From an optimization exercise on the open Yosys and OpenROAD flow, aimed at small area, a short achievable clock period and few clock cycles per item; shortcuts taken in it are not production practice. RTL that was checked went through simulation tests only; none was proved equivalent to the original. The flow treats the clock pin as an ideal source. Dropping or thinning the clock tree relies on that and would not hold on a real chip. Power figures rest on the tool's default switching activity, not on a simulated workload.

Setup of v23:
==> flow/design.v <==
module ptc_builder (
    input  wire        clk,
    input  wire        rst,
    input  wire        start,
    output wire        start_ready,
    input  wire [7:0]  cfg_dtype,
    input  wire [31:0] cfg_total,
    input  wire [15:0] cfg_cyl,
    input  wire [7:0]  cfg_heads,
    input  wire [7:0]  cfg_sect,
    input  wire [7:0]  cfg_ilv,
    input  wire [31:0] cfg_nfull,
    output wire [7:0]  rsvd_addr,
    input  wire [7:0]  rsvd_data,
    output wire        out_valid,
    input  wire        out_ready,
    output wire [7:0]  out_data,
    output wire        res_valid,
    output wire        res_refused,
    output wire        res_warn
);
    reg        scan;         
    reg        srdy;         
    reg        pend;         
    reg        act;          
    reg        rw;           
    reg        ov;           
    reg        rv;           
    reg        rref;         
    reg        rwarn;        
    reg  [7:0] od;           
    reg  [8:0] p;            
    reg [15:0] romx;         
    reg  [7:0] dtype;
    reg [23:0] total;
    reg [15:0] cyl;
    reg  [7:0] heads;
    reg  [7:0] sect;
    reg  [7:0] ilv;
    reg  [3:0] n4;           
    reg        nhi;          
    reg        nmid;         
    reg        wtop;         
    assign start_ready = srdy;
    assign out_valid   = ov;
    assign out_data    = od;
    assign res_valid   = rv;
    assign res_refused = rref;
    assign res_warn    = rwarn;
    wire [8:0] laddr = {p[1], p[8:2], p[0]};
    wire [7:0] off   = laddr[7:0];
    assign rsvd_addr = off;
    wire big  = nhi | nmid;                  
    wire nz   = big | (n4 != 4'd0);          
    wire warn = wtop | nhi | (total[15:0] != 16'd0) | (total[19:16] != n4);
    wire rsvd_off = (off == 8'h08) | (off == 8'h0F) | (off == 8'h10) | (off >= 8'h15);
    wire [3:0] nm1 = n4 - 4'd1;
    wire [7:0] kx0 = big ? 8'hA0
                   : {4'h5, n4[0] ? n4 : {~n4[2] & ~n4[1], ~n4[1], 2'b10}};
    wire [7:0] kx1 = big ? 8'hB9
                   : {1'b0, ~(n4 == 4'd1 || n4 == 4'd3), 2'b00, nm1 ^ 4'h6};
    wire [15:0] kx = {kx1, kx0};
    wire [7:0] cks0 = romx[7:0]  ^ kx[7:0]  ^ dtype ^ total[15:8] ^ cyl[15:8] ^ sect;
    wire [7:0] cks1 = romx[15:8] ^ kx[15:8] ^ total[7:0] ^ total[23:16] ^ cyl[7:0]
                    ^ heads ^ ilv;
    wire [3:0] ei = laddr[7:4];              
    wire [3:0] eb = laddr[3:0];              
    wire i_lt = big | (ei < n4);             
    wire i_eq = ~big & (ei == n4);           
    wire i_le = i_lt | i_eq;
    wire [3:0] eim1 = ei - 4'd1;
    wire [3:0] eip1 = ei + 4'd1;
    reg [7:0] hbyte, ebyte;
    always @(*) begin
        case (off)
            8'h00, 8'h01: hbyte = 8'hAE;
            8'h02:        hbyte = cks0;
            8'h03:        hbyte = cks1;
            8'h04:        hbyte = dtype;
            8'h05:        hbyte = total[7:0];
            8'h06:        hbyte = total[15:8];
            8'h07:        hbyte = total[23:16];
            8'h09:        hbyte = cyl[7:0];
            8'h0A:        hbyte = cyl[15:8];
            8'h0B:        hbyte = heads;
            8'h0C:        hbyte = sect;
            8'h0D:        hbyte = ilv;
            8'h11, 8'h12, 8'h13, 8'h14: hbyte = 8'hFF;
            default:      hbyte = 8'h00;
        endcase
        case (eb)
            4'd0: ebyte = !i_le ? 8'h00 : (ei == 4'd0) ? 8'h01 : (ei == 4'd1) ? 8'h00
                        : {4'hF, 4'd1 - ei};                
            4'd1: ebyte = (i_le && ei >= 4'd2) ? 8'hFF : 8'h00;
            4'd2: ebyte = !i_le ? {4'd0, n4} : (ei == 4'd0) ? 8'h00 : (ei == 4'd1) ? 8'h01
                        : {4'd0, eim1};
            4'd3: ebyte = i_lt ? 8'hFF : i_eq ? {4'd0, nm1} : 8'h00;
            4'd4: ebyte = i_lt ? 8'hFF : 8'h00;
            4'd5: ebyte = (ei < 4'd4 && (ei == 4'd0 || i_lt)) ? 8'h40 : 8'h00;
            4'd6: ebyte = 8'hC1;
            4'd7: ebyte = 8'hC5;
            4'd8: ebyte = (ei < 4'd9) ? {4'hB, eip1} : 8'hB1;
            4'd9: ebyte = (ei < 4'd9) ? 8'hA0 : {4'hB, ei - 4'd9};
            default: ebyte = 8'hA0;
        endcase
    end
    wire       use_rom = ~laddr[8] & rsvd_off;
    wire [7:0] lbyte   = laddr[8] ? ebyte : hbyte;
    wire [7:0] nbyte   = use_rom ? rsvd_data : lbyte;
    wire idle_out = ~act & ~ov;
    wire begin_b  = pend & nz & idle_out;    
    wire refuse   = pend & ~nz & idle_out;   
    wire spec     = (act & ~rw) | begin_b;
    wire load     = (act & ~rw & (~ov | out_ready)) | begin_b;
    wire fail     = act & ~rw & ov & ~out_ready;
    wire plast    = (p == 9'd511);
    wire take     = start & srdy;
    wire cfg_en   = ~scan & ~pend & ~act;
    wire pend_n = take | (pend & ~begin_b & ~refuse);
    wire act_n  = load ? ~plast : act;
    always @(posedge clk) begin
        if (rst) begin
            scan  <= 1'b1;
            srdy  <= 1'b0;
            pend  <= 1'b0;
            act   <= 1'b0;
            rw    <= 1'b0;
            ov    <= 1'b0;
            rv    <= 1'b0;
            p     <= 9'd0;
            romx  <= 16'd0;
        end else begin
            rv   <= (ov & ~act & out_ready) | refuse;    
            pend <= pend_n;
            act  <= act_n;
            rw   <= fail;
            srdy <= ~scan & ~pend_n & ~act_n;
            if (scan) begin
                if (rsvd_off) begin
                    if (p[0]) romx[15:8] <= romx[15:8] ^ rsvd_data;
                    else      romx[7:0]  <= romx[7:0]  ^ rsvd_data;
                end
                p <= p + {7'd0, p[0], 1'b1};
                if (off == 8'hFF) scan <= 1'b0;
            end else if (rw) begin
                p <= p - 9'd1;
            end else if (spec) begin
                p <= p + 9'd1;
            end
            if (load)
                ov <= 1'b1;
            else if (out_ready)
                ov <= 1'b0;
        end
    end
    always @(posedge clk) begin
        if (load)
            od <= nbyte;
        if (cfg_en) begin
            dtype <= cfg_dtype;
            total <= cfg_total[23:0];
            cyl   <= cfg_cyl;
            heads <= cfg_heads;
            sect  <= cfg_sect;
            ilv   <= cfg_ilv;
            n4    <= cfg_nfull[3:0];
            nhi   <= (cfg_nfull[31:16] != 16'd0);
            nmid  <= (cfg_nfull[15:4] != 12'd0);
            wtop  <= (cfg_total[31:20] != cfg_nfull[15:4]);
        end else if (!(pend && ov)) begin
            rref  <= ~nz;
            rwarn <= warn;
        end
    end
endmodule
export LEC_CHECK = 0
export CAP_MARGIN = 20
export CORE_MARGIN = 2
export CORE_UTILIZATION = 40
export PLACE_DENSITY = 0.6
export SLEW_MARGIN = 65
create_clock -name core_clock -period 10.0 [get_ports {clk}]
standard.sh (not shown) runs the stock make flow with config.mk's settings and CLKGATE_MAP_FILE= SYNTH_SCRIPT=/design/flow/synth_recipe.tcl, a recipe that flattens the netlist after the stock synthesis.
==> flow/flow/run.sh <==
#!/bin/bash
# The standard layout (the standard.sh: its synthesis and every step
# unchanged), with two changes:
# * the port buffers that global placement inserts on every input and
#   output are sky130_fd_sc_hd__buf_1 cells instead of the slow delay
#   buffer (clkdlybuf4s50_1) buffer_ports picks by itself;
# * the clock tree is one level (clock_tree.tcl, sourced by ORFS's cts.tcl
#   in place of TritonCTS): 4 clkbuf_16, each driving a cluster of nearby
#   flip-flops.
# Each tool's full log is in orfs/logs/; make's own output in make_finish.log.
set -euo pipefail
here=$(cd "$(dirname "$0")" && pwd)
bash standard.sh "BUFFER_PORTS_ARGS=-buffer_cell sky130_fd_sc_hd__buf_1" \
  "PRE_CTS_TCL=$here/clock_tree.tcl" finish > make_finish.log 2>&1
Other scripts of this flow, unchanged in this note and not shown: flow/flow/clock_tree.tcl
diff inputs: v23 => v15
--- a/flow/design.v
+++ b/flow/design.v
@@ -23,8 +23,8 @@
     reg        srdy;         
     reg        pend;         
     reg        act;          
-    reg        rw;           
     reg        ov;           
+    reg        lastb;        
     reg        rv;           
     reg        rref;         
     reg        rwarn;        
@@ -110,12 +110,9 @@
     wire idle_out = ~act & ~ov;
     wire begin_b  = pend & nz & idle_out;    
     wire refuse   = pend & ~nz & idle_out;   
-    wire spec     = (act & ~rw) | begin_b;
-    wire load     = (act & ~rw & (~ov | out_ready)) | begin_b;
-    wire fail     = act & ~rw & ov & ~out_ready;
+    wire load     = (act & (~ov | out_ready)) | begin_b;
     wire plast    = (p == 9'd511);
     wire take     = start & srdy;
-    wire cfg_en   = ~scan & ~pend & ~act;
     wire pend_n = take | (pend & ~begin_b & ~refuse);
     wire act_n  = load ? ~plast : act;
     always @(posedge clk) begin
@@ -124,16 +121,14 @@
             srdy  <= 1'b0;
             pend  <= 1'b0;
             act   <= 1'b0;
-            rw    <= 1'b0;
             ov    <= 1'b0;
             rv    <= 1'b0;
             p     <= 9'd0;
             romx  <= 16'd0;
         end else begin
-            rv   <= (ov & ~act & out_ready) | refuse;    
+            rv   <= (ov & out_ready & lastb) | refuse;
             pend <= pend_n;
             act  <= act_n;
-            rw   <= fail;
             srdy <= ~scan & ~pend_n & ~act_n;
             if (scan) begin
                 if (rsvd_off) begin
@@ -142,9 +137,7 @@
                 end
                 p <= p + {7'd0, p[0], 1'b1};
                 if (off == 8'hFF) scan <= 1'b0;
-            end else if (rw) begin
-                p <= p - 9'd1;
-            end else if (spec) begin
+            end else if (load) begin
                 p <= p + 9'd1;
             end
             if (load)
@@ -154,9 +147,11 @@
         end
     end
     always @(posedge clk) begin
-        if (load)
-            od <= nbyte;
-        if (cfg_en) begin
+        if (load) begin
+            od    <= nbyte;
+            lastb <= plast;
+        end
+        if (srdy) begin
             dtype <= cfg_dtype;
             total <= cfg_total[23:0];
             cyl   <= cfg_cyl;
--- outcome ---
Of v23 and v15, the run reporting the higher post-synthesis sequential area ratio was v15.
v15 against v23: maximum frequency dropped about 4.4%; clock network fraction of design power barely changed; critical path depth climbed 6.
On clock network power, v23 and v15 are basically level.
Looking at total routing resource utilization after global routing, v15 sits 0.25 points lower than v23 does.
Between v23 and v15, the flow reports first-iteration DRC count increasing by more than 10%.
The higher flip-flop and latch share of the layout cell area came out of v15.
Testbench counts of v15, summed over its fixed seeds: cycles 100,560, builds 192.
Only the layout flow was run in v23; the RTL was not checked for function there. In every run of this note, the design's own scripts or RTL, not TritonCTS, make the clock network.

-- what the ideal ports hide --
In the flow no input, the clock included, has a driving cell. The finished layouts below were timed again as built, in two steps. Step 1: set_driving_cell puts a clkbuf_16 on clk and a buf_2 on each other input, an assumption about the parent block. Step 2, shift: input delay + t, output delay - t, t = (earliest + latest rising clock arrival at the registers) / 2. This alone moves slack from input paths to output paths. Three values: ideal ports, drivers, drivers and shift; two values: the first two.
run | shift t [ns] | setup slack, ns | worst setup path at the end | latest minus earliest clock arrival (ns) | worst register clock-pin slew, ns
v23 | 0.268 | 6.880 / 6.781 / 6.946 | register to register | 0.023 / 0.023 | 0.12 / 0.12
v15 | 0.264 | 6.737 / 6.807 / 6.544 | input to register | 0.027 / 0.027 | 0.12 / 0.12
After both steps every run listed still meets setup and hold. The setup slack of v15, which loses most, moves by +0.070 ns with the drivers and by -0.193 ns with both steps.
